From an optimization exercise on the open Yosys and OpenROAD flow, aimed at small area, a short achievable clock period and few clock cycles per item; shortcuts taken in it are not production practice.
At most, simulation tests tie the RTL to the original design; equivalence was not proved.
The RTL of run 6 was laid out without a check of its function.
Power is estimated from default activity; no workload was simulated.

## flow/flow/run.sh

```bash
#!/bin/bash
# The standard layout (standard.sh, its synthesis unchanged in its registers),
# with the extra ORFS settings of flow/extra.mk appended to config.mk.
set -o pipefail
cat flow/extra.mk >> config.mk
bash standard.sh > standard.log 2>&1
```

## flow/flow/extra.mk

```make
export BUFFER_PORTS_ARGS = -buffer_cell sky130_fd_sc_hd__buf_2
export DONT_USE_CELLS += sky130_fd_sc_hd__or4_1 sky130_fd_sc_hd__or4_2 sky130_fd_sc_hd__or4_4 sky130_fd_sc_hd__or4b_1 sky130_fd_sc_hd__or4b_2 sky130_fd_sc_hd__or4b_4 sky130_fd_sc_hd__or4bb_1 sky130_fd_sc_hd__or4bb_2 sky130_fd_sc_hd__or4bb_4 sky130_fd_sc_hd__nor4_1 sky130_fd_sc_hd__nor4_2 sky130_fd_sc_hd__nor4_4 sky130_fd_sc_hd__nor4b_1 sky130_fd_sc_hd__nor4b_2 sky130_fd_sc_hd__nor4b_4 sky130_fd_sc_hd__nor4bb_1 sky130_fd_sc_hd__nor4bb_2 sky130_fd_sc_hd__nor4bb_4 sky130_fd_sc_hd__or3_1 sky130_fd_sc_hd__or3_2 sky130_fd_sc_hd__or3_4 sky130_fd_sc_hd__or3b_1 sky130_fd_sc_hd__or3b_2 sky130_fd_sc_hd__or3b_4 sky130_fd_sc_hd__a2111oi_0 sky130_fd_sc_hd__a2111oi_1 sky130_fd_sc_hd__a2111oi_2 sky130_fd_sc_hd__a2111oi_4 sky130_fd_sc_hd__a2111o_1 sky130_fd_sc_hd__a2111o_2 sky130_fd_sc_hd__a2111o_4 sky130_fd_sc_hd__clkdlybuf4s50_1 sky130_fd_sc_hd__clkdlybuf4s50_2
export ABC_CLOCK_PERIOD_IN_PS = 2000
export SETUP_SLACK_MARGIN = 2.25
export CTS_ARGS = -sink_clustering_enable -repair_clock_nets -buf_list {sky130_fd_sc_hd__clkbuf_4 sky130_fd_sc_hd__clkbuf_8} -dont_use_dummy_load
```

## flow/standard.sh

```bash
#!/bin/bash
# synth_recipe.tcl (not shown) runs the flow's synth.tcl, then flattens the netlist and writes it again
# the make line also repeats each setting of config.mk as NAME=value (left out here)
make -C /OpenROAD-flow-scripts/flow DESIGN_CONFIG=/design/flow/config.mk WORK_HOME=/design/flow/orfs CLKGATE_MAP_FILE= SYNTH_SCRIPT=/design/flow/synth_recipe.tcl "${@:-finish}"
```

## flow/config.mk

```make
export PLATFORM = sky130hd
export DESIGN_NAME = ymodem_rx_unit
export DESIGN_NICKNAME = ymodem_rx_unit
export VERILOG_FILES = /design/flow/design.v
export SDC_FILE = /design/flow/constraint.sdc
export NUM_CORES = 4
export LEC_CHECK = 0
export CAP_MARGIN = 20
export CORE_MARGIN = 2
export CORE_UTILIZATION = 65
export SLEW_MARGIN = 20
export BUFFER_PORTS_ARGS = -buffer_cell sky130_fd_sc_hd__buf_2
export DONT_USE_CELLS += sky130_fd_sc_hd__or4_1 sky130_fd_sc_hd__or4_2 sky130_fd_sc_hd__or4_4 sky130_fd_sc_hd__or4b_1 sky130_fd_sc_hd__or4b_2 sky130_fd_sc_hd__or4b_4 sky130_fd_sc_hd__or4bb_1 sky130_fd_sc_hd__or4bb_2 sky130_fd_sc_hd__or4bb_4 sky130_fd_sc_hd__nor4_1 sky130_fd_sc_hd__nor4_2 sky130_fd_sc_hd__nor4_4 sky130_fd_sc_hd__nor4b_1 sky130_fd_sc_hd__nor4b_2 sky130_fd_sc_hd__nor4b_4 sky130_fd_sc_hd__nor4bb_1 sky130_fd_sc_hd__nor4bb_2 sky130_fd_sc_hd__nor4bb_4 sky130_fd_sc_hd__or3_1 sky130_fd_sc_hd__or3_2 sky130_fd_sc_hd__or3_4 sky130_fd_sc_hd__or3b_1 sky130_fd_sc_hd__or3b_2 sky130_fd_sc_hd__or3b_4 sky130_fd_sc_hd__a2111oi_0 sky130_fd_sc_hd__a2111oi_1 sky130_fd_sc_hd__a2111oi_2 sky130_fd_sc_hd__a2111oi_4 sky130_fd_sc_hd__a2111o_1 sky130_fd_sc_hd__a2111o_2 sky130_fd_sc_hd__a2111o_4 sky130_fd_sc_hd__clkdlybuf4s50_1 sky130_fd_sc_hd__clkdlybuf4s50_2
export ABC_CLOCK_PERIOD_IN_PS = 2000
export SETUP_SLACK_MARGIN = 2.25
export CTS_ARGS = -sink_clustering_enable -repair_clock_nets -buf_list {sky130_fd_sc_hd__clkbuf_4 sky130_fd_sc_hd__clkbuf_8} -dont_use_dummy_load
```

## flow/constraint.sdc

```tcl
create_clock -name core_clock -period 4.0 [get_ports {clk}]
set_input_delay 0.8000 -clock core_clock [delete_from_list [all_inputs] [get_ports {clk}]]
set_output_delay 0.8000 -clock core_clock [all_outputs]
set_load 0.01 [all_outputs]
```

## flow/design.v

```verilog
module ymodem_rx_unit (
    input  wire        clk,
    input  wire        rst,           
    input  wire        cmd_valid,
    output wire        cmd_ready,
    input  wire [15:0] cmd,
    output reg         res_valid,
    output reg  [1:0]  res_st,        
    output reg  [31:0] res_val,
    output reg  [1:0]  res_tx_n,      
    output reg  [7:0]  res_tx0,
    output reg  [7:0]  res_tx1,
    output reg  [1:0]  res_ev_n,      
    output reg  [2:0]  res_ev0,
    output reg  [2:0]  res_ev1,
    output reg  [3:0]  res_ev_code,   
    output reg         res_pay        
);
    localparam IDLE = 0, LEAD = 1, SEQ = 2, CMP = 3, DATA = 4, CRCH = 5,
               CRCL = 6, PURGE = 7, DONE = 8, FAILED = 9;
    function [15:0] crc_step;
        input [15:0] c;
        input [7:0]  d;
        integer i;
        begin
            crc_step = c ^ {d, 8'h00};
            for (i = 0; i < 8; i = i + 1)
                crc_step = crc_step[15] ? ((crc_step << 1) ^ 16'h1021) : (crc_step << 1);
        end
    endfunction
    reg        fault;
    reg [15:0] crc_acc;
    reg [9:0]  ph;            
    reg [7:0]  rx_exp;
    reg        rx_hdr;
    reg        rx_big;
    reg [1:0]  rx_eotc;
    reg [1:0]  rx_canc;
    reg [2:0]  rx_retry;
    reg [3:0]  rx_err;
    reg [15:0] rx_crc;        
    reg [9:0]  rx_cnt;
    reg        rx_nz;         
    reg [1:0]  rx_pend;       
    wire [7:0] c_op  = cmd[15:8];
    wire [7:0] c_imm = cmd[7:0];
    wire       c_v   = cmd_valid & ~rst;
    wire       c_z   = (c_imm == 8'd0);
    wire c_hi0 = (c_op[7:4] == 4'h0);
    wire c_hi1 = (c_op[7:4] == 4'h1);
    wire c_hi3 = (c_op[7:4] == 4'h3);
    wire c_lo0 = (c_op[3:0] == 4'h0);
    wire c_lo1 = (c_op[3:0] == 4'h1);
    wire c_lo2 = (c_op[3:0] == 4'h2);
    wire c_lo3 = (c_op[3:0] == 4'h3);
    wire c_lo4 = (c_op[3:0] == 4'h4);
    wire c_sys   = c_hi0 & (c_lo1 | c_lo2) & c_z;
    wire c_legal = (c_hi0 & c_lo0 & c_z) | (c_hi1 & (c_lo0 | c_lo2) & c_z) | (c_hi1 & c_lo1)
                 | (c_hi3 & (c_lo0 | c_lo2 | c_lo3 | c_lo4) & c_z) | (c_hi3 & c_lo1);
    wire c_sx  = (c_imm == 8'h01) | (c_imm == 8'h02);
    wire c_eot = (c_imm == 8'h04);
    wire c_can = (c_imm == 8'h18);
    reg       cv;             
    reg [7:0] imm;            
    reg       op_reset, op_gf, op_bad, st_flt;
    reg       e_cinit, e_cbyte, e_cread, e_start, rxb, tmo, e_abort, e_status;
    reg       rxk;            
    reg       z, d_sx, d_eot, d_can, d_oth;
    reg       lo_ok;          
    wire fault_nx = ~op_reset & (fault | op_bad);
    wire c_run    = c_v & ~fault_nx;
    always @(posedge clk) begin
        cv       <= c_v;
        imm      <= c_imm;
        op_reset <= c_v & c_hi0 & c_lo1 & c_z;
        op_gf    <= c_v & c_hi0 & c_lo2 & c_z;
        op_bad   <= c_v & ~c_sys & ~c_legal;
        st_flt   <= ~c_sys & (~c_legal | fault_nx);
        e_cinit  <= c_run & c_hi1 & c_lo0 & c_z;
        e_cbyte  <= c_run & c_hi1 & c_lo1;
        e_cread  <= c_run & c_hi1 & c_lo2 & c_z;
        e_start  <= c_run & c_hi3 & c_lo0 & c_z;
        rxb      <= c_run & c_hi3 & c_lo1;
        tmo      <= c_run & c_hi3 & c_lo2 & c_z;
        e_abort  <= c_run & c_hi3 & c_lo3 & c_z;
        e_status <= c_run & c_hi3 & c_lo4 & c_z;
        rxk      <= c_run & c_hi3 & (c_lo1 | ((c_lo0 | c_lo2 | c_lo3) & c_z));
        z        <= c_z;
        d_sx     <= c_sx;
        d_eot    <= c_eot;
        d_can    <= c_can;
        d_oth    <= ~(c_sx | c_eot | c_can);
        lo_ok    <= (c_imm == rx_crc[7:0]);
    end
    wire ph_act    = ph[LEAD] | ph[SEQ] | ph[CMP] | ph[DATA] | ph[CRCH] | ph[CRCL];
    wire ph_off    = ph[IDLE] | ph[DONE] | ph[FAILED];
    wire last      = rx_big ? (&rx_cnt) : (&rx_cnt[6:0]);
    wire pend_ok   = (rx_pend == 2'd0);
    wire chk_ok    = pend_ok & lo_ok;
    wire crcl      = rxb & ph[CRCL];
    wire acc       = crcl & chk_ok;
    wire null_hdr  = ~rx_hdr & ~rx_nz;
    wire acc_null  = acc & null_hdr;
    wire acc_blk   = acc & ~null_hdr;
    wire lead      = rxb & ph[LEAD];
    wire lead_sx   = lead & d_sx;
    wire eot_lead  = lead & d_eot;
    wire can_lead  = lead & d_can;
    wire eot_done  = eot_lead & rx_eotc[0];
    wire can_fail  = can_lead & rx_canc[0];
    wire nak_lead  = lead & d_oth;
    wire nak_crcl  = crcl & ~chk_ok;
    wire nak_tmo   = tmo & ph_act;
    wire nak       = nak_lead | nak_crcl | nak_tmo;
    wire at_limit  = rx_retry[2] & ~rx_retry[0];         
    wire nak_fail  = nak & at_limit;
    wire nak_purge = nak & ~at_limit;
    wire [3:0] nak_reason = tmo ? 4'd4 : nak_lead ? 4'd5 :
                            ~pend_ok ? {2'b00, rx_pend} : 4'd3;
    wire abort     = e_abort & (ph_act | ph[PURGE]);
    wire purge_end = tmo & ph[PURGE];
    wire ctl       = e_start | tmo | e_abort;             
    wire [9:0] ph_n;
    assign ph_n[IDLE]   = ph[IDLE] & ~e_start;
    assign ph_n[LEAD]   = e_start | purge_end | acc_blk
                        | (ph[LEAD] & ~tmo & ~e_abort
                           & ~(rxb & (d_sx | d_oth | (d_eot & rx_eotc[0]) | (d_can & rx_canc[0]))));
    assign ph_n[SEQ]    = lead_sx | (ph[SEQ] & ~rxk);
    assign ph_n[CMP]    = (rxb & ph[SEQ]) | (ph[CMP] & ~rxk);
    assign ph_n[DATA]   = (rxb & ph[CMP]) | (ph[DATA] & ~ctl & ~(rxb & last));
    assign ph_n[CRCH]   = (rxb & ph[DATA] & last) | (ph[CRCH] & ~rxk);
    assign ph_n[CRCL]   = (rxb & ph[CRCH]) | (ph[CRCL] & ~rxk);
    assign ph_n[PURGE]  = nak_purge | (ph[PURGE] & ~ctl);
    assign ph_n[DONE]   = eot_done | acc_null | (ph[DONE] & ~e_start);
    assign ph_n[FAILED] = can_fail | nak_fail | abort | (ph[FAILED] & ~e_start);
    wire clr = rst | op_reset;
    wire [3:0] ph_code = {ph[DONE] | ph[FAILED],
                          ph[DATA] | ph[CRCH] | ph[CRCL] | ph[PURGE],
                          ph[SEQ] | ph[CMP] | ph[CRCL] | ph[PURGE],
                          ph[LEAD] | ph[CMP] | ph[CRCH] | ph[PURGE] | ph[FAILED]};
    always @(posedge clk) begin
        res_valid <= cv & ~rst;
        res_st <= st_flt ? 2'd2 : (rxb & ph_off) ? 2'd1 : 2'd0;
        res_val <= 32'd0;
        if (op_gf)
            res_val[0] <= fault;
        else if (e_cread)
            res_val[15:0] <= crc_acc;
        else if (e_status)
            res_val[25:0] <= {rx_big, rx_hdr, rx_exp, rx_canc, rx_eotc,
                              1'b0, rx_retry, rx_err, ph_code};
        res_tx_n <= {acc_blk & ~rx_hdr,
                     e_start | eot_lead | can_lead | (acc_blk & rx_hdr) | purge_end};
        begin : tx0
            reg is_c, is_n;
            is_c = e_start;
            is_n = tmo | (~ph[CRCL] & imm[2] & ~rx_eotc[0]);
            res_tx0 <= {1'b0, is_c, 1'b0, is_n, 1'b0, ~is_c, ~is_n, is_c | is_n};
        end
        res_tx1 <= 8'h43;
        res_ev_n <= {acc_null, acc_blk | eot_done | can_fail | nak_fail | abort};
        res_ev0  <= acc ? (rx_hdr ? 3'd3 : rx_nz ? 3'd1 : 3'd2) :
                    eot_done ? 3'd4 : 3'd5;
        res_ev1  <= 3'd4;
        res_ev_code <= {e_abort, ~e_abort, ~e_abort, d_can};
        res_pay <= rxb & ph[DATA];
        if (clr) begin
            fault    <= 1'b0;
            crc_acc  <= 16'd0;
            ph       <= 10'd1;
            rx_exp   <= 8'd0;
            rx_hdr   <= 1'b0;
            rx_big   <= 1'b0;
            rx_eotc  <= 2'd0;
            rx_canc  <= 2'd0;
            rx_retry <= 3'd0;
            rx_err   <= 4'd0;
        end else begin
            if (op_bad)
                fault <= 1'b1;
            if (e_cinit)
                crc_acc <= 16'd0;
            if (e_cbyte)
                crc_acc <= crc_step(crc_acc, imm);
            ph <= ph_n;
            if (e_start) begin
                rx_exp   <= 8'd0;
                rx_hdr   <= 1'b0;
                rx_big   <= 1'b0;
            end
            if (lead_sx)
                rx_big <= imm[1];
            if (acc_blk) begin
                rx_hdr <= 1'b1;
                rx_exp <= rx_exp + 8'd1;
            end
            if (e_start | nak_tmo | (lead & ~d_eot))
                rx_eotc <= 2'd0;
            else if (eot_lead)
                rx_eotc <= rx_eotc + 2'd1;
            if (e_start | nak_tmo | (lead & ~d_can))
                rx_canc <= 2'd0;
            else if (can_lead)
                rx_canc <= rx_canc + 2'd1;
            if (e_start | acc)
                rx_retry <= 3'd0;
            else if (nak)
                rx_retry <= rx_retry + 3'd1;
            if (e_start | acc)
                rx_err <= 4'd0;
            else if (nak_fail)
                rx_err <= 4'd6;
            else if (nak_purge)
                rx_err <= nak_reason;
            else if (can_fail)
                rx_err <= 4'd7;
            else if (abort)
                rx_err <= 4'd8;
        end
        if (rxb) begin
            if (ph[SEQ])
                rx_crc[7:0] <= imm;
            if (ph[CMP]) begin
                rx_crc  <= 16'd0;
                rx_cnt  <= 10'd0;
                rx_nz   <= 1'b0;
                rx_pend <= (imm != ~rx_crc[7:0]) ? 2'd1 :
                           (rx_crc[7:0] != rx_exp) ? 2'd2 : 2'd0;
            end
            if (ph[DATA]) begin
                rx_crc <= crc_step(rx_crc, imm);
                rx_cnt <= rx_cnt + 10'd1;
                if (~z) rx_nz <= 1'b1;
            end
            if (ph[CRCH] & pend_ok & (imm != rx_crc[15:8]))
                rx_pend <= 2'd3;
        end
    end
    assign cmd_ready = 1'b1;
endmodule
```

==> impl_results.md, run 1 <==
* Synth Area in Adders at 0.00567
* GP Congestion at 0.915
* Final min period at 1.72 ns
* Max Freq at 583 MHz
* Vias in the first global route at 4762
* Share of layout cells above drive strength 1 at 0.190
* Cells after Synth at 669
* Worst setup EP type: flip-flop
* Slew @ Worst Pin at 0.815 ns
* Max-slew violations at 0
* Initial antenna violation count at 0
* Synth Flop Type: dfxtp_1
* H-tree depth at 4
* Hold Startpoint: st_flt$_DFF_P_
* Die width at 105 um
* Grt ovf at 0
* PD cells at 347 nW/um2
* XOR/XNOR share of the synthesized area at 0.107
* Worst path cell trace: xnor2_1, nand4_1, o211ai_1, a21boi_0
* Synth Area in Compound Gates at 0.136
* FP Rows at 36
* Clock Path Buffers at 2
* Status: no timing/DRC/antenna violations
* CTS Sinks at 150
* Via density at 6.03
* Critical path's slowest cell: dfxtp_2
* Top cell type by total area after synthesis: dfxtp_1
* 1st-iter DRT viols at 315
* GRT Util Overall at 0.286
* Most frequent cells after synthesis: dfxtp_1, nor2_1, xnor2_1
* Req. time, crit path at 4.16 ns
* Most used routing layer: met2
* M2 GR Usage at 0.458
* Die Ht at 105 um
* Starting Density at 0.674
* Top Ports at 86
* Syn Area/Cell at 9.90 um2
* Placed Area at 6900 um2
* Largest fanout on the critical path at 5
* Area delta synth->final at 10.6%
* Met3 Usage GRT at 0.0680
* Largest net degree at the start of global routing at 29
* Combinational family with the most area after synthesis: simple AND/OR/NAND/NOR gates
* Crit path DAT at 1.87 ns
* Maximum vdd drop at 0.202 mV
* Final TNS setup at 0 ns
* Hold-fix buffers, CTS at 0
* Critical Setup Path Class: flip-flop to flip-flop
* Core area at 9820 um2
* Fin crit share at 0.429
* Post-synth EDFFs at 29
* Most frequent cell after synthesis: dfxtp_1
* Register area share after synthesis at 0.497
* Yosys reg bits at 150
* Final non-filler cell total at 863
* Cts bufs inserted at 17
* Fillers at 764
* RSZ-0062 raised after global routing: yes
* First-pass GRT wire length at 24.1 mm
* Setup-failing EPs final at 0
* Post-layout nets at 754
* ANT cells at 0
* Post-synthesis mux area share at 0.00756
* Post-DRT Antenna Nets at 0
* CTS root buffer: clkbuf_8
* Lkg Pwr at 2.78 nW
* Startpoint types: flip-flop
* Skew final at 0.0264 ns
* Synth Cell Area at 6620 um2
* Clock latency on the worst-skew pair at 0.45 ns
* DR pass1 iterations at 5
* Yosys warnings at 1
* CP startpoint: imm[2]$_DFF_P_
* Netlist cell types at 60
* PortBufs at 64
* Average wire per standard cell at 18.6 um
* Share of the synthesized area in the top cell type at 0.366
* MaxCap Viol Count at 0
* Max-slew headroom at 0.456
* CTS tree: yes
* Final Instance Area at 7320 um2
* Simple-Gate Fraction of Synth Area at 0.188
* DRC violations left at 0
* Hold Path Class: flip-flop to flip-flop
* CTS clk-pin slew, worst paths at 0.09 ns
* Routed WL at 16.1 mm
* Worst r2r src: imm[2]$_DFF_P_
* Dpl hpwl at 11.0 mm
* Grt met1 use at 0.373
* Cells after DPL at 837
* DIE AREA at 11000 um2
* Asr flop ratio synth at 0
* Slowest stage delay, CP at 0.39 ns
* Routed via count at 5207
* Final Hold Viols at 0
* Synth area leaders: dfxtp_1, edfxtp_1, xnor2_1, nor2_1, a21oi_1
[final timing paths]
kind | slack, ns | end | cells after the start
hold reg to reg | 0.37 | res_st[1]$_SDFF_PP1_ | 0
hold / removal | 0.37 | res_st[1]$_SDFF_PP1_ | 0
setup reg to reg | 2.28 | rx_pend[1]$_SDFFCE_PP1P_ | 4
setup / recovery | 2.28 | rx_pend[1]$_SDFFCE_PP1P_ | 4
[cells in the final DEF, fill, tap and decap left out, types with 13 or more instances in the layout]
cell type	synthesis	routed
nand4_1	14	14
edfxtp_1	29	29
and2_1	16	15
xor2_1	22	22
o21ai_0	15	15
dfxtp_1	121	115
nand2_1	38	38
xnor2_1	44	43
conb_1	2	21
a22o_1	14	14
nor2_1	65	65
clkbuf_8	0	17
nand3b_1	14	14
inv_1	13	13
a21oi_1	43	42
buf_2	4	64
nand3_1	23	23
[power by group]
part           total (mW)  internal (mW)  switching (mW)
sequential           1.56           1.54          0.0150
clock               0.845          0.374           0.471
combinational       0.136         0.0569          0.0792
total                2.54           1.97           0.565
[kinds of logic after synthesis]
family | count (synthesis)
xor+xnor | 74
simple gates | 237
mux | 5
buf+inv | 66
compound gates | 132
flops | 150
other cells | 2
fa+ha+maj | 3
[worst max-delay path, delay by kind of cell, from the launching register on]
family          cells  cell delay, ns
simple gates        1            0.19
flops               1            0.39
compound gates      2            0.49
xor+xnor            1            0.35
[area by class of cell]
class	instances	area (um2)	share of cell area
clock buffer	17	234	0.0320
inverter	15	61.3	0.00837
multi-input combinational	473	3130	0.427
sequential	150	3300	0.451
tap	133	166	0.0227
timing repair buffer	75	428	0.0585
[what timing repair did]
| action | CTS | global route |
|---|---|---|
| endpoints found under the setup margin | 74 | 17 |
| pin swaps | 1 | 7 |
| gates resized for setup | 18 | 9 |
| cloned | 0 | 1 |
| setup buffers | 2 | 6 |
[per-stage QoR]
stage | hold slack, ns | worst slack [ns] | total power, mW | util
4_1_cts | 0.371 | 2.20 | 2.53 | 0.734
2_1_floorplan | 0.332 | 2.26 | 1.69 | -
3_5_place_dp | 0.361 | 1.52 | 1.71 | 0.702
6_report | 0.367 | 2.28 | 2.54 | 0.746
3_3_place_gp | 0.372 | 1.57 | 1.71 | 0.702
5_1_grt | 0.371 | 2.23 | 2.62 | 0.746
[state kept, by name (all words and copies together), names as in the netlist, 3 cells and up]
register,count
crc_acc,16
imm,8
ph,10
res_ev0,3
res_ev_code,3
res_tx0,5
res_val,26
rx_cnt,10
rx_crc,16
rx_err,4
rx_exp,8
rx_retry,3
[routing by layer]
layer	up-vias	routed length, um
met5	-	0
met4	0	446
met3	34	1220
met2	258	7700
met1	2498	6700
li1	2417	-
Testbench counts, summed over its fixed seeds: cycles 41,589, commands 41,581.
==> run 2, diff against run 1 <==
--- a/flow/flow/extra.mk
+++ b/flow/flow/extra.mk
@@ -5 +5,2 @@
 export CTS_ARGS = -sink_clustering_enable -repair_clock_nets -buf_list {sky130_fd_sc_hd__clkbuf_4 sky130_fd_sc_hd__clkbuf_8} -dont_use_dummy_load
+export ABC_AREA = 1
--- a/flow/config.mk
+++ b/flow/config.mk
@@ -9,3 +9,3 @@
 export CORE_MARGIN = 2
-export CORE_UTILIZATION = 65
+export CORE_UTILIZATION = 40
 export SLEW_MARGIN = 20
@@ -16 +16,2 @@
 export CTS_ARGS = -sink_clustering_enable -repair_clock_nets -buf_list {sky130_fd_sc_hd__clkbuf_4 sky130_fd_sc_hd__clkbuf_8} -dont_use_dummy_load
+export ABC_AREA = 1
==> run 2 against run 1 <==
Net effect:
- sequential share of layout area is 0.45 points lower
- core utilization is 29 points lower
- clock-buffer cell count unchanged
==> impl_results.md, run 2 <==
* Synth area leaders: dfxtp_1, edfxtp_1, nand2_1, inv_1, nor2_1
* Worst path cell trace: buf_2
* Skew final at 0.0173 ns (-0.00914 ns)
* Lkg Pwr at 3.07 nW (+11%)
* Synth Cell Area at 6640 um2 (+0.34%)
* Clock latency on the worst-skew pair at 0.45 ns (about the same)
* Hold-fix buffers, CTS at 0 (unchanged)
* Setup-failing EPs final at 0 (unchanged)
* Synth Flop Type: dfxtp_1
* Regs by FF count: res_val: 26 flops, crc_acc: 16 flops, rx_crc: 16 flops
* Final min period at 1.70 ns (-0.0162 ns)
* Asr flop ratio synth at 0 (unchanged)
* Grt ovf at 0 (unchanged)
* Post-layout nets at 896 (+19%)
* Slowest stage delay, CP at 0.33 ns (-0.06 ns)
* Post-DRT Antenna Nets at 0 (unchanged)
* PD cells at 342 nW/um2 (-1.4%)
* Share of layout cells above drive strength 1 at 0.156 (-0.0344)
* Core area at 16400 um2 (+67%)
* Maximum vdd drop at 0.205 mV (+1.2%)
* Share of the synthesized area in the top cell type at 0.365 (-0.00124)
* ANT cells at 0 (unchanged)
* Most common cell after layout, fill and taps aside: nand2_1
* Largest net degree at the start of global routing at 30 (+3.4%)
* H-tree depth at 4 (unchanged)
* R2R cell count at 4 (unchanged)
* Critical Setup Path Class: flip-flop to output port
* Critical path's slowest cell: dfxtp_1
* Fin worst setup slack at 2.30 ns (+0.0162 ns)
* Req. time, crit path at 3.20 ns (-0.96 ns)
* Max Freq at 588 MHz (+0.95%)
* Startpoint types: flip-flop
* Cells on Worst Hold Path at 2 (+2)
* CTS root buffer: clkbuf_8
* Final Hold Viols at 0 (unchanged)
* Crit path DAT at 0.90 ns (-0.97 ns)
* Die width at 133 um (+27%)
* Top Ports at 86 (unchanged)
* Register area share after synthesis at 0.496 (-0.00169)
* 1st-iter DRT viols at 567 (+80%)
* Yosys warnings at 1 (unchanged)
* CTS clk-pin slew, worst paths at 0.06 ns (-0.03 ns)
* Largest register FFs at 26 (unchanged)
* Worst slack at placement at 1.91 ns (+0.398 ns)
* DRC violations left at 0 (unchanged)
* Crit path buf inv count at 1 (+1)
* Fin crit share at 0.425 (-0.00404)
* Final Instance Area at 7400 um2 (+1.0%)
* Starting Density at 0.405 (-0.269)
* Die Ht at 133 um (+27%)
* Cts bufs inserted at 17 (unchanged)
* Worst setup EP type: output port
* Routed via count at 5336 (+2.5%)
* Average wire per standard cell at 14.6 um (-22%)
* RSZ-0062 raised after global routing: yes
* First-pass GRT wire length at 25.3 mm (+5.2%)
* Post-synth EDFFs at 29 (unchanged)
* Yosys reg bits at 150 (unchanged)
* Hold Path Class: flip-flop to flip-flop
* PortBufs at 64 (unchanged)
* MaxCap Viol Count at 0 (unchanged)
* Dpl hpwl at 11.8 mm (+7.0%)
* Placed Area at 7060 um2 (+2.4%)
* Initial antenna violation count at 0 (unchanged)
* CTS tree: yes
* Largest fanout on the critical path at 1 (-4)
* Top cell type by total area after synthesis: dfxtp_1
* Most frequent cell after synthesis: nand2_1
* Syn Area/Cell at 8.23 um2 (-17%)
* Netlist cell types at 46 (-23%)
* DR pass1 iterations at 5 (unchanged)
* Most frequent cells after synthesis: nand2_1, dfxtp_1, inv_1
* Fillers at 1629 (+110%)
* Leading cell types in the layout, fill and taps excluded: nand2_1, dfxtp_1, inv_1
* GRT Util Overall at 0.185 (-0.100)
* Critical path depth at 1 (-3)
* Most flop-heavy register: res_val
* GP Congestion at 0.832 (-9.1%)
* DIE AREA at 17700 um2 (+60%)
* Routed WL at 15.9 mm (-0.73%)
* Max-slew violations at 0 (unchanged)
* Slew @ Worst Pin at 0.745 ns (-0.0702 ns)
* Area delta synth->final at 11.4%
* Final TNS setup at 0 ns (unchanged)
* Max-slew headroom at 0.503 (+0.0468)
* Cells after Synth at 807 (+21%)
* Via density at 4.89 (-19%)
* CTS Sinks at 150 (unchanged)
* FP Rows at 47 (+31%)
* Clock Path Buffers at 2 (unchanged)
* Vias in the first global route at 4791 (+0.61%)
* CP delay by family, top: flip-flops
* Status: no timing/DRC/antenna violations
-- run 2: where the power goes --
group	internal, mW	total [mW]	switching [mW]
Sequential	1.54	1.56	0.0144
Combinational	0.0413	0.117	0.0752
Clock	0.374	0.857	0.483
-- run 2: routing by layer --
metal / track usage / routed length [um]
met5: 0 / 0
met4: 0.0573 / 180
met3: 0.0379 / 832
met2: 0.282 / 6930
met1: 0.265 / 8010
-- run 2: final cells by class --
type                       count  area, um2  share of cell area
tap                          220        275              0.0372
clock buffer                  17        234              0.0316
sequential                   150       3300               0.447
multi-input combinational    533       2830               0.382
timing repair inverter         1       7.51             0.00101
inverter                     103        397              0.0536
timing repair buffer          68        354              0.0479
-- run 2: timing repair --
item | in CTS | in global routing
pin swaps | 0 | 1
endpoints found under the setup margin | 45 | 41
resized for setup | 5 | 16
setup buffers | 0 | 2
gates cloned | 1 | 0
-- run 2: kinds of logic (layout without fill, tap and decap cells) --
group,after synthesis,after routing,synth area share
buffers and inverters,143,189,0.0989
AND/OR/NAND/NOR,349,349,0.234
other,2,21,0.00113
AO/OA/AOI/OAI,115,115,0.0964
flip-flops,150,150,0.496
adder cells (fa/ha/maj),3,3,0.00565
XOR/XNOR,45,45,0.0684
-- run 2: worst paths after layout --
| check | startpoint | end | slack [ns] |
|---|---|---|---|
| hold / removal | cv$_DFF_P_ | res_valid$_DFF_P_ | 0.41 |
| setup / recovery | res_val[0]$_DFF_P_ | res_val[0] | 2.30 |
| setup reg to reg | rx_crc[15]$_SDFFCE_PN0P_ | rx_pend[0]$_SDFFCE_PP1P_ | 2.35 |
| hold reg to reg | cv$_DFF_P_ | res_valid$_DFF_P_ | 0.41 |
-- run 2: metrics by stage --
stage                util  power, mW  instances  hold slack, ns
global placement    0.430       1.70       1072           0.398
finish              0.451       2.53       1092           0.406
CTS                 0.446       2.56       1090           0.408
global route        0.451       2.63       1092           0.422
floorplan               -       1.68        826           0.332
detailed placement  0.430       1.70       1072           0.395
==> run 3, diff against run 2 <==
--- a/flow/flow/extra.mk
+++ b/flow/flow/extra.mk
@@ -3,3 +3,3 @@
 export ABC_CLOCK_PERIOD_IN_PS = 2000
-export SETUP_SLACK_MARGIN = 2.25
+export SETUP_SLACK_MARGIN = 2.35
 export CTS_ARGS = -sink_clustering_enable -repair_clock_nets -buf_list {sky130_fd_sc_hd__clkbuf_4 sky130_fd_sc_hd__clkbuf_8} -dont_use_dummy_load
--- a/flow/config.mk
+++ b/flow/config.mk
@@ -14,3 +14,3 @@
 export ABC_CLOCK_PERIOD_IN_PS = 2000
-export SETUP_SLACK_MARGIN = 2.25
+export SETUP_SLACK_MARGIN = 2.35
 export CTS_ARGS = -sink_clustering_enable -repair_clock_nets -buf_list {sky130_fd_sc_hd__clkbuf_4 sky130_fd_sc_hd__clkbuf_8} -dont_use_dummy_load
==> run 3 against run 2 <==
Net effect:
- flip-flop and latch count is the same
- sequential share of layout area shrank 0.81 points
- critical path depth is the same
- cell area grew 2.4%
- combinational power is essentially flat
- highest routed layer unchanged
==> impl_results.md, run 3 <==
* Post-layout nets at 898 (+0.22%)
* Startpoint types: flip-flop
* Final TNS setup at 0 ns (unchanged)
* Initial antenna violation count at 0 (unchanged)
* Worst slack at placement at 1.92 ns (+0.00747 ns)
* Final Hold Viols at 0 (unchanged)
* Max Freq at 592 MHz (+0.60%)
* CTS root buffer: clkbuf_8
* Final min period at 1.69 ns (-0.0101 ns)
* Largest net degree at the start of global routing at 30 (unchanged)
* Req. time, crit path at 3.20 ns (about the same)
* CTS tree: yes
* FP Rows at 47 (unchanged)
* Setup-failing EPs final at 0 (unchanged)
* Reg2reg setup slack at 2.43 ns (+0.08 ns)
* Largest register FFs at 26 (unchanged)
* Core area at 16400 um2 (unchanged)
* Fin worst setup slack at 2.31 ns (+0.0101 ns)
* Maximum vdd drop at 0.218 mV (+6.6%)
* GP Congestion at 0.854 (+2.7%)
* Cells on Worst Hold Path at 2 (unchanged)
* Register area share after synthesis at 0.496 (unchanged)
* Routed via count at 5460 (+2.3%)
* Most frequent cell after synthesis: nand2_1
* ANT cells at 0 (unchanged)
* Most frequent cells after synthesis: nand2_1, dfxtp_1, inv_1
* DIE AREA at 17700 um2 (unchanged)
* Slowest stage delay, CP at 0.32 ns (about the same)
* DR pass1 iterations at 5 (unchanged)
* Post-route core utilization at 0.462 (+0.0109)
* Routed WL at 16.4 mm (+2.9%)
* Fillers at 1634 (+0.31%)
* CTS clk-pin slew, worst paths at 0.07 ns (about the same)
* Worst setup EP type: output port
* Via density at 4.99 (+2.1%)
* Synth Flop Type: dfxtp_1
* Lkg Pwr at 3.13 nW (+1.9%)
* Post-DRT Antenna Nets at 0 (unchanged)
* Clock latency on the worst-skew pair at 0.45 ns (about the same)
* RSZ-0062 raised after global routing: yes
* Share of the synthesized area in the top cell type at 0.365 (unchanged)
* Post-synth EDFFs at 29 (unchanged)
* Starting Density at 0.405 (unchanged)
* Hold-fix buffers, CTS at 0 (unchanged)
* PD cells at 334 nW/um2 (-2.3%)
* GRT Util Overall at 0.192 (+0.00677)
* Critical path depth at 1 (unchanged)
* Dpl hpwl at 12.1 mm (+2.8%)
* Cts bufs inserted at 17 (unchanged)
* Yosys reg bits at 150 (unchanged)
* Share of layout cells above drive strength 1 at 0.180 (+0.0237)
* H-tree depth at 4 (unchanged)
* R2R cell count at 11 (+7)
* Die width at 133 um (unchanged)
* Skew final at 0.0186 ns (+0.00132 ns)
* Slew @ Worst Pin at 0.634 ns (-0.110 ns)
* Synth area leaders: dfxtp_1, edfxtp_1, nand2_1, inv_1, nor2_1
* Hold Path Class: flip-flop to flip-flop
* Max-slew violations at 0 (unchanged)
* Status: no timing/DRC/antenna violations
* Leading cell types in the layout, fill and taps excluded: nand2_1, dfxtp_1, inv_1
* CTS Sinks at 150 (unchanged)
* First-pass GRT wire length at 26.2 mm (+3.5%)
* Max-slew headroom at 0.576 (+0.0736)
* Asr flop ratio synth at 0 (unchanged)
* Critical Setup Path Class: flip-flop to output port
* Vias in the first global route at 4955 (+3.4%)
* Yosys warnings at 1 (unchanged)
* Syn Area/Cell at 8.23 um2 (unchanged)
* Critical path's slowest cell: dfxtp_2
* Netlist cell types at 46 (unchanged)
* Worst path cell trace: buf_2
* Average wire per standard cell at 15.0 um (+2.7%)
* Most common cell after layout, fill and taps aside: nand2_1
* Clock Path Buffers at 2 (unchanged)
* Top cell type by total area after synthesis: dfxtp_1
* MaxCap Viol Count at 0 (unchanged)
* Area delta synth->final at 14.1%
* Overall power at 2.53 mW (about the same)
* Largest fanout on the critical path at 2 (+1)
* Fin crit share at 0.422 (-0.00254)
* Top Ports at 86 (unchanged)
* CP delay by family, top: flip-flops
* Synth Cell Area at 6640 um2 (unchanged)
* Cells after Synth at 807 (unchanged)
* Grt ovf at 0 (unchanged)
* Most flop-heavy register: res_val
* Crit path DAT at 0.89 ns (about the same)
* DRC violations left at 0 (unchanged)
* 1st-iter DRT viols at 475 (-16%)
* Crit path buf inv count at 1 (unchanged)
* Die Ht at 133 um (unchanged)
* PortBufs at 64 (unchanged)
* Regs by FF count: res_val: 26 flops, crc_acc: 16 flops, rx_crc: 16 flops
## run 3: cell counts after synthesis
No cell type changed its count.
## run 3: where the power goes
group | switching, mW | total, mW | internal [mW]
Clock | 0.483 | 0.857 | 0.374
Combinational | 0.0761 | 0.119 | 0.0428
Sequential | 0.0152 | 1.56 | 1.54
Total | 0.574 | 2.53 | 1.96
## run 3: worst paths after layout
path	startpoint	to
worst max-delay path	res_ev_code[2]$_DFF_P_	res_ev_code[2]
worst min-delay path	cv$_DFF_P_	res_valid$_DFF_P_
worst max register to register	ph[4]$_SDFF_PP0_	rx_retry[2]$_SDFFE_PP0P_
worst min register to register	cv$_DFF_P_	res_valid$_DFF_P_
## run 3: layout make-up
| class | instances | area (um2) | share of cell area |
|---|---|---|---|
| clock buffer | 17 | 234 | 0.0309 |
| inverter | 103 | 399 | 0.0527 |
| multi-input combinational | 534 | 2900 | 0.382 |
| sequential | 150 | 3320 | 0.439 |
| tap | 220 | 275 | 0.0363 |
| timing repair buffer | 69 | 440 | 0.0581 |
| timing repair inverter | 1 | 7.51 | 0.000991 |
## run 3: per-stage QoR
stage	hold WS, ns	cell area (um2)	cells
6_report	0.399	7580	1094
4_1_cts	0.406	7390	1091
5_1_grt	0.413	7580	1094
3_5_place_dp	0.393	7070	1072
2_1_floorplan	0.332	6720	826
3_3_place_gp	0.398	7070	1072
## run 3: metal layers
layer	part of all wire	track usage	vias up
li1	-	-	2705
met1	0.48	0.279	2541
met2	0.44	0.288	187
met3	0.056	0.0368	27
met4	0.019	0.0621	0
met5	0	0	-
## run 3: repair_timing
| action | in CTS | in global routing |
|---|---|---|
| gates resized for setup | 21 | 40 |
| setup endpoints to repair | 108 | 71 |
| pin swaps | 0 | 2 |
| cloned | 1 | 1 |
| buffers inserted | 1 | 2 |
## run 3: worst reg2reg max path: cells and delay by family, from the launching register on
family                 cells  cell delay [ns]
and+or+nand+nor            8             0.72
DFF                        1             0.37
buffers and inverters      3             0.44
## run 3: logic make-up (layout without fill, tap and decap cells)
group	Yosys count	count (layout)	share of synthesized area
and+or+nand+nor	349	350	0.234
adders and majority gates	3	3	0.00565
AOI/OAI and AO/OA	115	115	0.0964
other	2	21	0.00113
buffers and inverters	143	190	0.0989
xor gates and xnor gates	45	45	0.0684
DFF	150	150	0.496
==> run 4, diff against run 3 <==
--- a/flow/flow/extra.mk
+++ b/flow/flow/extra.mk
@@ -3,3 +3,3 @@
 export ABC_CLOCK_PERIOD_IN_PS = 2000
-export SETUP_SLACK_MARGIN = 2.35
+export SETUP_SLACK_MARGIN = 2.3
 export CTS_ARGS = -sink_clustering_enable -repair_clock_nets -buf_list {sky130_fd_sc_hd__clkbuf_4 sky130_fd_sc_hd__clkbuf_8} -dont_use_dummy_load
--- a/flow/config.mk
+++ b/flow/config.mk
@@ -14,3 +14,3 @@
 export ABC_CLOCK_PERIOD_IN_PS = 2000
-export SETUP_SLACK_MARGIN = 2.35
+export SETUP_SLACK_MARGIN = 2.3
 export CTS_ARGS = -sink_clustering_enable -repair_clock_nets -buf_list {sky130_fd_sc_hd__clkbuf_4 sky130_fd_sc_hd__clkbuf_8} -dont_use_dummy_load
==> run 4 against run 3 <==
Net effect:
- still clean
- clock power about the same
- critical path depth stayed put
- combinational power about the same
- critical endpoint is now res_val[1]
- largest power group unchanged
==> impl_results.md, run 4 <==
* Status: no timing/DRC/antenna violations
* Synth area leaders: dfxtp_1, edfxtp_1, nand2_1, inv_1, nor2_1
* Clock latency on the worst-skew pair at 0.45 ns (about the same)
* RSZ-0062 raised after global routing: yes
* Starting Density at 0.405 (unchanged)
* Vias in the first global route at 4821 (-2.7%)
* Share of layout cells above drive strength 1 at 0.169 (-0.0111)
* Initial antenna violation count at 0 (unchanged)
* Largest fanout on the critical path at 1 (-1)
* Worst path cell trace: buf_6
* Post-DRT Antenna Nets at 0 (unchanged)
* Grt ovf at 0 (unchanged)
* Req. time, crit path at 3.20 ns (about the same)
* Maximum vdd drop at 0.204 mV (-6.5%)
* Critical Setup Path Class: flip-flop to output port
* Netlist cell types at 46 (unchanged)
* Cts bufs inserted at 17 (unchanged)
* GRT Util Overall at 0.186 (-0.00637)
* Dpl hpwl at 11.8 mm (-2.8%)
* Syn Area/Cell at 8.23 um2 (unchanged)
* Regs by FF count: res_val: 26 flops, crc_acc: 16 flops, rx_crc: 16 flops
* MaxCap Viol Count at 0 (unchanged)
* Yosys reg bits at 150 (unchanged)
* ANT cells at 0 (unchanged)
* Lkg Pwr at 3.09 nW (-1.4%)
* Area delta synth->final at 12.9%
* Setup-failing EPs final at 0 (unchanged)
* P_int at 1.96 mW (about the same)
* Final Hold Viols at 0 (unchanged)
* Startpoint types: flip-flop
* CTS clk-pin slew, worst paths at 0.07 ns (about the same)
* CTS tree: yes
* DR pass1 iterations at 5 (unchanged)
* H-tree depth at 4 (unchanged)
* Register area share after synthesis at 0.496 (unchanged)
* Synth Flop Type: dfxtp_1
* Final TNS setup at 0 ns (unchanged)
* Die Ht at 133 um (unchanged)
* Final min period at 1.70 ns (+0.00759 ns)
* Post-synth EDFFs at 29 (unchanged)
* Most frequent cell after synthesis: nand2_1
* Skew final at 0.0177 ns (-0.000840 ns)
* Largest net degree at the start of global routing at 30 (unchanged)
* Top cell type by total area after synthesis: dfxtp_1
* FP Rows at 47 (unchanged)
* Combinational group share of total power at 0.046 (about the same)
* Crit path buf inv count at 1 (unchanged)
* CP delay by family, top: flip-flops
* GP Congestion at 0.832 (-2.6%)
* Clock share of power at 0.339 (about the same)
* Yosys warnings at 1 (unchanged)
* DRC violations left at 0 (unchanged)
* Slowest stage delay, CP at 0.35 ns (+0.03 ns)
* Synth Cell Area at 6640 um2 (unchanged)
* Core area at 16400 um2 (unchanged)
* Routed via count at 5353 (-2.0%)
* Max Freq at 589 MHz (-0.45%)
* Hold-fix buffers, CTS at 0 (unchanged)
* Clock Path Buffers at 2 (unchanged)
* Average wire per standard cell at 14.7 um (-2.2%)
* CTS root buffer: clkbuf_8
* Cells after Synth at 807 (unchanged)
* Sw Share at 0.227 (+0.000443)
* Worst setup EP type: output port
* PortBufs at 64 (unchanged)
* Max-slew violations at 0 (unchanged)
* Fin worst setup slack at 2.30 ns (-0.00759 ns)
* Most frequent cells after synthesis: nand2_1, dfxtp_1, inv_1
* Via density at 4.90 (-1.8%)
* Crit path DAT at 0.90 ns (about the same)
* PD cells at 338 nW/um2 (+1.1%)
* Largest register FFs at 26 (unchanged)
* Worst slack at placement at 1.91 ns (-0.00747 ns)
* DIE AREA at 17700 um2 (unchanged)
* Share of the synthesized area in the top cell type at 0.365 (unchanged)
* Slew @ Worst Pin at 0.733 ns (+0.0983 ns)
* Critical path's slowest cell: dfxtp_2
* Seq pwr share at 0.615 (about the same)
* Max-slew headroom at 0.511 (-0.0656)
* Routed WL at 16.0 mm (-2.4%)
* Leading cell types in the layout, fill and taps excluded: nand2_1, dfxtp_1, inv_1
* Top Ports at 86 (unchanged)
* First-pass GRT wire length at 25.4 mm (-3.0%)
* Most flop-heavy register: res_val
* Hold Path Class: flip-flop to flip-flop
* Switching power at 0.575 mW (+0.26%)
* Post-layout nets at 896 (-0.22%)
* Asr flop ratio synth at 0 (unchanged)
* 1st-iter DRT viols at 476 (+0.21%)
* CTS Sinks at 150 (unchanged)
* Fin crit share at 0.424 (+0.00190)
* Most common cell after layout, fill and taps aside: nand2_1
* Die width at 133 um (unchanged)
-- run 4: changes by cell type in the layout (fill, tap and decap cells not counted), sizes merged --
cell | before | now
nand2 | 168 | 167
buf | 69 | 68
-- run 4: metrics by stage --
step,utilization,cells,hold slack (ns),instance area (um2),power [mW]
after floorplan,-,826,0.332,6710,1.68
after global placement,0.430,1072,0.398,7060,1.70
after detailed placement,0.430,1072,0.395,7060,1.70
after CTS,0.449,1092,0.408,7370,2.56
after global routing,0.457,1092,0.422,7500,2.63
final,0.457,1092,0.406,7500,2.54
-- run 4: area by class of cell --
class	instances	area (um2)
timing repair inverter	1	7.51
fill	1630	8900
tap	220	275
multi-input combinational	533	2840
inverter	103	397
sequential	150	3320
timing repair buffer	68	429
clock buffer	17	234
-- run 4: path summary, 6_finish.rpt --
kind,slack [ns],endpoint,cells after the start,start
worst min register to register,0.41,res_valid$_DFF_P_,2,cv$_DFF_P_
worst min-delay path,0.41,res_valid$_DFF_P_,2,cv$_DFF_P_
worst max-delay path,2.30,res_val[1],1,res_val[1]$_SDFF_PP0_
worst max register to register,2.39,rx_err[0]$_SDFFE_PP0P_,11,ph[4]$_SDFF_PP0_
-- run 4: what timing repair did --
action	4_1_cts	5_1_grt
setup endpoints to repair	80	74
pin swaps	1	0
resized for setup	17	30
buffers inserted	2	0
cloned	1	0
-- run 4: cell families after synthesis --
logic type      synth area share
flops                      0.496
buf+inv                   0.0989
xor+xnor                  0.0684
simple gates               0.234
other cells              0.00113
compound gates            0.0964
fa+ha+maj                0.00565
-- run 4: power groups by stage --
stage	logic [mW]	clock network [mW]	registers, mW
after floorplan	0.0978	0	1.58
after global placement	0.113	0	1.59
after detailed placement	0.113	0	1.59
after CTS	0.113	0.886	1.56
after global routing	0.132	0.941	1.56
final	0.118	0.859	1.56
-- run 4: per-layer routing --
| layer | track usage | part of all wire | up-vias |
|---|---|---|---|
| met4 | 0.0615 | 0.015 | 0 |
| li1 | - | - | 2699 |
| met3 | 0.0379 | 0.050 | 19 |
| met5 | 0 | 0 | - |
| met1 | 0.265 | 0.50 | 2467 |
| met2 | 0.281 | 0.43 | 168 |
==> run 5, diff against run 4 <==
--- a/flow/flow/extra.mk
+++ b/flow/flow/extra.mk
@@ -3,4 +3,3 @@
 export ABC_CLOCK_PERIOD_IN_PS = 2000
-export SETUP_SLACK_MARGIN = 2.3
+export SETUP_SLACK_MARGIN = 2.25
 export CTS_ARGS = -sink_clustering_enable -repair_clock_nets -buf_list {sky130_fd_sc_hd__clkbuf_4 sky130_fd_sc_hd__clkbuf_8} -dont_use_dummy_load
-export ABC_AREA = 1
--- a/flow/config.mk
+++ b/flow/config.mk
@@ -14,4 +14,3 @@
 export ABC_CLOCK_PERIOD_IN_PS = 2000
-export SETUP_SLACK_MARGIN = 2.3
+export SETUP_SLACK_MARGIN = 2.25
 export CTS_ARGS = -sink_clustering_enable -repair_clock_nets -buf_list {sky130_fd_sc_hd__clkbuf_4 sky130_fd_sc_hd__clkbuf_8} -dont_use_dummy_load
-export ABC_AREA = 1
==> run 5 against run 4 <==
Net effect:
- core utilization fell by 0.21 points
- highest routed layer unchanged
- largest cell class unchanged
- critical path type unchanged
- largest power group unchanged
- die area decreased by 0.33%
- still clean
- via count decreased by 6.1%
- fmax shrank 0.57%
- cell area down 0.47%
- synthesized cell count is 17% lower
- clock power barely moved
==> impl_results.md, run 5 <==
* Cts bufs inserted at 17 (unchanged)
* Final min period at 1.71 ns (+0.00972 ns)
* Worst slack at placement at 1.72 ns (-0.190 ns)
* Final Instance Area at 7470 um2 (-0.47%)
* Placed Area at 7010 um2 (-0.73%)
* RSZ-0062 raised after global routing: yes
* Synth Flop Type: dfxtp_1
* Dpl hpwl at 11.7 mm (-0.66%)
* Crit path buf inv count at 1 (unchanged)
* Routed via count at 5024 (-6.1%)
* CP delay by family, top: flip-flops
* Overall power at 2.55 mW (+0.59%)
* Setup-failing EPs final at 0 (unchanged)
* Skew final at 0.0228 ns (+0.00505 ns)
* Max-slew headroom at 0.408 (-0.103)
* Netlist cell types at 60 (+30%)
* Hold Path Class: flip-flop to flip-flop
* Req. time, crit path at 3.20 ns (about the same)
* Post-synth EDFFs at 29 (unchanged)
* Clock Path Buffers at 2 (unchanged)
* Die width at 133 um (-0.17%)
* MaxCap Viol Count at 0 (unchanged)
* Final TNS setup at 0 ns (unchanged)
* Vias in the first global route at 4929 (+2.2%)
* Syn Area/Cell at 9.90 um2 (+20%)
* Area delta synth->final at 12.8%
* Clock latency on the worst-skew pair at 0.46 ns (about the same)
* 1st-iter DRT viols at 480 (+0.84%)
* Critical Setup Path Class: flip-flop to output port
* Max Freq at 586 MHz (-0.57%)
* DRC violations left at 0 (unchanged)
* Worst r2r src: rx_crc[14]$_SDFFCE_PN0P_
* Crit path DAT at 0.91 ns (about the same)
* Final Hold Viols at 0 (unchanged)
* Maximum vdd drop at 0.210 mV (+3.1%)
* CTS root buffer: clkbuf_8
* Hold Startpoint: st_flt$_DFF_P_
* Share of the synthesized area in the top cell type at 0.366 (+0.00124)
* Top Ports at 86 (unchanged)
* Post-DRT Antenna Nets at 0 (unchanged)
* R2R cell count at 4 (-7)
* Top cell type by total area after synthesis: dfxtp_1
* Regs by FF count: res_val: 26 flops, crc_acc: 16 flops, rx_crc: 16 flops
* Asr flop ratio synth at 0 (unchanged)
* FP Rows at 47 (unchanged)
* Cells after DPL at 924 (-14%)
* GP Congestion at 0.880 (+5.8%)
* Reg2reg setup slack at 2.31 ns (-0.08 ns)
* Average wire per standard cell at 17.1 um (+17%)
* Worst path cell trace: buf_2
* Most common cell after layout, fill and taps aside: dfxtp_1
* Synth area leaders: dfxtp_1, edfxtp_1, xnor2_1, nor2_1, a21oi_1
* DR pass1 iterations at 6 (+1)
* Largest register FFs at 26 (unchanged)
* Critical path's slowest cell: dfxtp_2
* ANT cells at 0 (unchanged)
* Reg-to-reg endpoint: rx_crc[7]$_DFFE_PP_
* PD cells at 342 nW/um2 (+1.1%)
* First-pass GRT wire length at 25.6 mm (+0.65%)
* Lkg Pwr at 2.79 nW (-9.6%)
* Core area at 16400 um2 (unchanged)
* DIE AREA at 17600 um2 (-0.33%)
* Most frequent cells after synthesis: dfxtp_1, nor2_1, xnor2_1
* Starting Density at 0.403 (-0.00137)
* Hold Path Sink: res_st[1]$_SDFF_PP1_
* Share of layout cells above drive strength 1 at 0.204 (+0.0355)
* Register area share after synthesis at 0.497 (+0.00169)
* Routed WL at 16.3 mm (+1.6%)
* Status: no timing/DRC/antenna violations
* GRT Util Overall at 0.187 (+0.00110)
* Worst hold slack at 0.360 ns (-0.0455 ns)
* H-tree depth at 4 (unchanged)
* CTS clk-pin slew, worst paths at 0.08 ns (about the same)
* Fin crit share at 0.427 (+0.00243)
* Largest net degree at the start of global routing at 33 (+10%)
* Cells on Worst Hold Path at 0 (-2)
* Initial antenna violation count at 0 (unchanged)
* PortBufs at 64 (unchanged)
* Startpoint types: flip-flop
* Fin worst setup slack at 2.29 ns (-0.00972 ns)
* Slowest stage delay, CP at 0.32 ns (-0.03 ns)
* Most frequent cell after synthesis: dfxtp_1
* Final non-filler cell total at 950 (-13%)
* Leading cell types in the layout, fill and taps excluded: dfxtp_1, nor2_1, buf_2
* Largest fanout on the critical path at 2 (+1)
* Post-route core utilization at 0.455 (-0.00213)
* Most flop-heavy register: res_val
* Yosys warnings at 1 (unchanged)
* Yosys reg bits at 150 (unchanged)
* CTS tree: yes
* Worst setup EP type: output port
* Slew @ Worst Pin at 0.887 ns (+0.154 ns)
* Synth Cell Area at 6620 um2 (-0.34%)
* Grt ovf at 0 (unchanged)
* CTS Sinks at 150 (unchanged)
* Via density at 5.29 (+7.9%)
* Max-slew violations at 0 (unchanged)
* Die Ht at 133 um (-0.17%)
* Cells after Synth at 669 (-17%)
* Post-layout nets at 754 (-16%)
* Hold-fix buffers, CTS at 0 (unchanged)
## run 5: cell count changes in the layout (fill, tap and decap cells not counted), moves of 15 or more
cell and change:
nand2_1 -117, xnor2_1 +25, inv_1 -80, nand3_1 -33, and2_1 +15
## run 5: area by class of cell
| cell class | count | area (um2) |
|---|---|---|
| fill | 1562 | 8940 |
| sequential | 150 | 3310 |
| multi-input combinational | 473 | 3140 |
| timing repair buffer | 75 | 447 |
| tap | 220 | 275 |
| clock buffer | 17 | 234 |
| inverter | 15 | 57.6 |
## run 5: routing by layer
metal  track usage  wire [um]  vias up
met3        0.0475        944       38
met4        0.0866        464        0
met5             0          0        -
met2         0.290       7550      185
li1              -          -     2422
met1         0.245       7320     2379
## run 5: power by group
part | switching (mW) | internal [mW] | total, mW
Clock | 0.488 | 0.374 | 0.862
Combinational | 0.0749 | 0.0536 | 0.129
Sequential | 0.0161 | 1.54 | 1.56
Total | 0.579 | 1.97 | 2.55
## run 5: worst max-delay path by stage
stage | startpoint | end | cells past startpoint
after global placement | cmd[5] | st_flt$_DFF_P_ | 5
final | res_ev_code[2]$_DFF_P_ | res_ev_code[1] | 1
after detailed placement | cmd[5] | op_bad$_DFF_P_ | 5
after floorplan | cmd[5] | op_bad$_DFF_P_ | 4
after global routing | rst | rx_err[2]$_SDFFE_PP0P_ | 6
after CTS | rxb$_DFF_P_ | rx_err[2]$_SDFFE_PP0P_ | 5
## run 5: repair_timing
action                     in CTS  in global routing
cloned                          0                  1
setup buffers                   3                  5
setup endpoints to repair      75                 38
resized for setup              16                 21
pin swaps                       2                  5
## run 5: cell families after synthesis
family | after synthesis | synth area share
buffers and inverters | 66 | 0.0569
AO/OA/AOI/OAI | 132 | 0.136
AND/OR/NAND/NOR | 237 | 0.188
adder cells (fa/ha/maj) | 3 | 0.00567
multiplexers | 5 | 0.00756
other | 2 | 0.00113
flip-flops | 150 | 0.497
XOR/XNOR | 74 | 0.107
==> run 6, diff against run 5 <==
--- a/flow/design.v
+++ b/flow/design.v
@@ -69,2 +69,3 @@
     reg       lo_ok;          
+    reg       sel_rx;         
     wire fault_nx = ~op_reset & (fault | op_bad);
@@ -93,3 +94,8 @@
         lo_ok    <= (c_imm == rx_crc[7:0]);
+        sel_rx   <= c_op[5];                    
     end
+    wire [7:0]  crc_x   = (sel_rx ? rx_crc[15:8] : crc_acc[15:8]) ^ imm;
+    wire [15:0] crc_t   = crc_step(16'd0, crc_x);
+    wire [15:0] acc_nx  = {crc_acc[7:0], 8'h00} ^ crc_t;
+    wire [15:0] rx_nx   = {rx_crc[7:0], 8'h00} ^ crc_t;
     wire ph_act    = ph[LEAD] | ph[SEQ] | ph[CMP] | ph[DATA] | ph[CRCH] | ph[CRCL];
@@ -183,3 +189,3 @@
             if (e_cbyte)
-                crc_acc <= crc_step(crc_acc, imm);
+                crc_acc <= acc_nx;
             ph <= ph_n;
@@ -230,3 +236,3 @@
             if (ph[DATA]) begin
-                rx_crc <= crc_step(rx_crc, imm);
+                rx_crc <= rx_nx;
                 rx_cnt <= rx_cnt + 10'd1;
--- a/flow/flow/extra.mk
+++ b/flow/flow/extra.mk
@@ -5 +5,2 @@
 export CTS_ARGS = -sink_clustering_enable -repair_clock_nets -buf_list {sky130_fd_sc_hd__clkbuf_4 sky130_fd_sc_hd__clkbuf_8} -dont_use_dummy_load
+export ABC_AREA = 1
--- a/flow/config.mk
+++ b/flow/config.mk
@@ -16 +16,2 @@
 export CTS_ARGS = -sink_clustering_enable -repair_clock_nets -buf_list {sky130_fd_sc_hd__clkbuf_4 sky130_fd_sc_hd__clkbuf_8} -dont_use_dummy_load
+export ABC_AREA = 1
==> run 6 against run 5 <==
Net effect:
- clock skew fell by 0.00051 ns
- non-clock buffer count is 3 lower
- critical endpoint is now res_ev_code[2]
- clock-buffer cell count unchanged
- combinational power grew 17%
- clock power barely moved
- wire length grew 3.8%
- still clean
- first-iteration DRC count down 1.3%
- worst hold slack gained 0.036 ns
- final cell count increased by 16%
- via count grew 8.1%
- sequential share of layout area rose by 0.24 points
- largest cell class unchanged
==> impl_results.md, run 6 <==
* Status: no timing/DRC/antenna violations
* First-pass GRT wire length at 26.1 mm (+2.0%)
* CP delay by family, top: flip-flops
* Crit path buf inv count at 1 (unchanged)
* Starting Density at 0.404 (+0.000686)
* Core area at 16400 um2 (unchanged)
* Synth area leaders: dfxtp_1, edfxtp_1, nand2_1, inv_1, a21oi_1
* Critical Setup Path Class: flip-flop to output port
* Routed WL at 16.9 mm (+3.8%)
* Slowest stage delay, CP at 0.32 ns (about the same)
* H-tree depth at 4 (unchanged)
* Crit path DAT at 0.90 ns (about the same)
* Netlist cell types at 41 (-32%)
* Die width at 133 um (about the same)
* DR pass1 iterations at 5 (-1)
* Grt ovf at 0 (unchanged)
* Initial antenna violation count at 0 (unchanged)
* Startpoint types: flip-flop
* Via density at 4.93 (-6.7%)
* Multi-input gate area at 2840 um2 (-9.8%)
* MaxCap Viol Count at 0 (unchanged)
* Clock Path Buffers at 2 (unchanged)
* Req. time, crit path at 3.20 ns (about the same)
* Share of layout cells above drive strength 1 at 0.175 (-0.0293)
* Most flop-heavy register: res_val
* Largest fanout on the critical path at 2 (unchanged)
* Largest register FFs at 26 (unchanged)
* Top cell type by total area after synthesis: dfxtp_1
* Top Ports at 86 (unchanged)
* Clock latency on the worst-skew pair at 0.46 ns (about the same)
* Final TNS setup at 0 ns (unchanged)
* Final min period at 1.70 ns (-0.00372 ns)
* Slew @ Worst Pin at 0.657 ns (-0.230 ns)
* Post-synth EDFFs at 29 (unchanged)
* Met3 Usage GRT at 0.0379 (-0.00958)
* Cells after Synth at 811 (+21%)
* Final Instance Area at 7460 um2 (-0.13%)
* Skew final at 0.0223 ns (-0.000508 ns)
* Die Ht at 133 um (about the same)
* PD cells at 346 nW/um2 (+1.4%)
* 1st-iter DRT viols at 474 (-1.3%)
* CTS root buffer: clkbuf_8
* DRC violations left at 0 (unchanged)
* Cts bufs inserted at 17 (unchanged)
* Post-layout nets at 905 (+20%)
* Critical path's slowest cell: dfxtp_1
* Dpl hpwl at 12.6 mm (+7.0%)
* Grt met1 use at 0.245 (about the same)
* Most common cell after layout, fill and taps aside: nand2_1
* Leading cell types in the layout, fill and taps excluded: nand2_1, dfxtp_1, inv_1
* Register area at 3320 um2 (+0.42%)
* Hold-fix buffers, CTS at 0 (unchanged)
* FP Rows at 47 (unchanged)
* GP Congestion at 0.898 (+2.1%)
* Asr flop ratio synth at 0 (unchanged)
* Yosys reg bits at 151 (+0.67%)
* Vias in the first global route at 5035 (+2.2%)
* Final Hold Viols at 0 (unchanged)
* Fin worst setup slack at 2.30 ns (+0.00372 ns)
* Area delta synth->final at 12.5%
* Share of the synthesized area in the top cell type at 0.368 (+0.00240)
* Fillers at 1647 (+5.4%)
* Synth Cell Area at 6630 um2 (+0.17%)
* CTS tree: yes
* Lkg Pwr at 3.03 nW (+8.6%)
* Most used routing layer: met2
* CTS clk-pin slew, worst paths at 0.07 ns (about the same)
* Largest net degree at the start of global routing at 30 (-9.1%)
* Most frequent cells after synthesis: nand2_1, dfxtp_1, inv_1
* DIE AREA at 17600 um2 (+0.17%)
* RSZ-0062 raised after global routing: yes
* Worst slack at placement at 1.75 ns (+0.0214 ns)
* PortBufs at 64 (unchanged)
* Max Freq at 587 MHz (+0.22%)
* Post-DRT Antenna Nets at 0 (unchanged)
* GRT Util Overall at 0.193 (+0.00608)
* M2 GR Usage at 0.318 (+0.0285)
* Hold Path Class: flip-flop to flip-flop
* Overall power at 2.58 mW (+1.3%)
* ANT cells at 0 (unchanged)
* Synth Flop Type: dfxtp_1
* Maximum vdd drop at 0.199 mV (-5.3%)
* Yosys warnings at 1 (unchanged)
* CTS Sinks at 151 (+0.67%)
* Max-slew violations at 0 (unchanged)
* Worst setup EP type: output port
* Average wire per standard cell at 15.3 um (-10%)
* Register area share after synthesis at 0.500 (+0.00217)
* Setup-failing EPs final at 0 (unchanged)
* Routed via count at 5433 (+8.1%)
* Fin crit share at 0.426 (-0.000930)
* Regs by FF count: res_val: 26 flops, crc_acc: 16 flops, rx_crc: 16 flops
* Worst path cell trace: buf_2
* Max-slew headroom at 0.562 (+0.154)
* Syn Area/Cell at 8.18 um2 (-17%)
* Placed Area at 7070 um2 (+0.84%)
* Most frequent cell after synthesis: nand2_1
## run 6: final cells by class
type / count / area share
tap: 220 / 0.0369
clock buffer: 17 / 0.0314
multi-input combinational: 539 / 0.380
inverter: 102 / 0.0525
sequential: 151 / 0.446
timing repair buffer: 72 / 0.0532
## run 6: logic make-up after synthesis
family,share of synthesized area
adder cells (fa/ha/maj),0.00566
AO/OA/AOI/OAI,0.112
flip-flops,0.500
other,0.00113
buffers and inverters,0.0947
XOR/XNOR,0.0579
AND/OR/NAND/NOR,0.229
## run 6: path summary, 6_finish.rpt
check / end / depth (start not counted) / from / slack [ns]
worst max-delay path: res_ev_code[2] / 1 / res_ev_code[2]$_DFF_P_ / 2.30
worst min-delay path: res_ev_code[3]$_DFF_P_ / 0 / e_abort$_DFF_P_ / 0.40
worst max register to register: rx_pend[0]$_SDFFCE_PP1P_ / 7 / imm[2]$_DFF_P_ / 2.31
worst min register to register: res_ev_code[3]$_DFF_P_ / 0 / e_abort$_DFF_P_ / 0.40
## run 6: power breakdown
part | switching [mW] | internal (mW)
clock | 0.491 | 0.374
sequential | 0.0133 | 1.55
combinational | 0.102 | 0.0492
## run 6: through the flow
stage / util / hold WS (ns) / std cells
2_1_floorplan: - / 0.332 / 830
3_3_place_gp: 0.431 / 0.379 / 1078
3_5_place_dp: 0.431 / 0.383 / 1078
4_1_cts: 0.448 / 0.393 / 1097
5_1_grt: 0.455 / 0.406 / 1101
6_report: 0.455 / 0.396 / 1101
## run 6: timing repair
action | CTS | global route
pin swaps | 0 | 2
gates resized for setup | 10 | 26
hold endpoints to repair | 0 | 0
setup endpoints to repair | 72 | 55
setup buffers | 2 | 4
## run 6: worst reg2reg max path: cells and delay by family (launching register included)
kind / cells / cell delay, ns
compound gates: 2 / 0.23
simple gates: 4 / 0.61
flops: 1 / 0.46
buf+inv: 1 / 0.10
## run 6: per-layer routing
metal  part of all wire  vias up
met5                  0        -
met4              0.027        0
met3              0.047       28
met2               0.47      152
met1               0.45     2534
li1                   -     2719

-- port drivers added, routing unchanged --
The results above use ideal ports. As a check the final layouts listed here were re-extracted and re-timed, cells and wires unchanged.
Step 1: set_driving_cell puts a clkbuf_16 on clk and a buf_2 on each other input, an assumption about the parent block.
Step 2 times the ports against the registers' clock, not the clock port: input delays grow and output delays shrink by t, the midpoint of the rising clock arrivals with the driver on.
a / b / c = ideal ports / drivers / drivers and shift; a / b = the first two.
run | t (ns) | setup slack, ns | worst hold slack (ns) | worst setup path at the end | worst register clock-pin slew, ns
run 1 | 0.471 | 2.284 / 2.273 / 1.864 | 0.367 / 0.367 / 0.367 | input to register | 0.09 / 0.09
run 2 | 0.483 | 2.301 / 2.262 / 2.051 | 0.406 / 0.406 / 0.406 | input to register | 0.08 / 0.08
run 3 | 0.478 | 2.311 / 2.276 / 2.049 | 0.399 / 0.399 / 0.399 | input to register | 0.08 / 0.08
run 4 | 0.483 | 2.303 / 2.264 / 2.051 | 0.406 / 0.406 / 0.406 | input to register | 0.08 / 0.08
run 5 | 0.485 | 2.293 / 2.256 / 1.839 | 0.360 / 0.360 / 0.360 | input to register | 0.08 / 0.08
run 6 | 0.484 | 2.297 / 2.264 / 1.911 | 0.396 / 0.396 / 0.396 | input to register | 0.08 / 0.08
After both steps setup and hold are still met in every run listed. The setup slack of run 5, which loses most, moves by -0.037 ns with the drivers and by -0.454 ns with both steps.
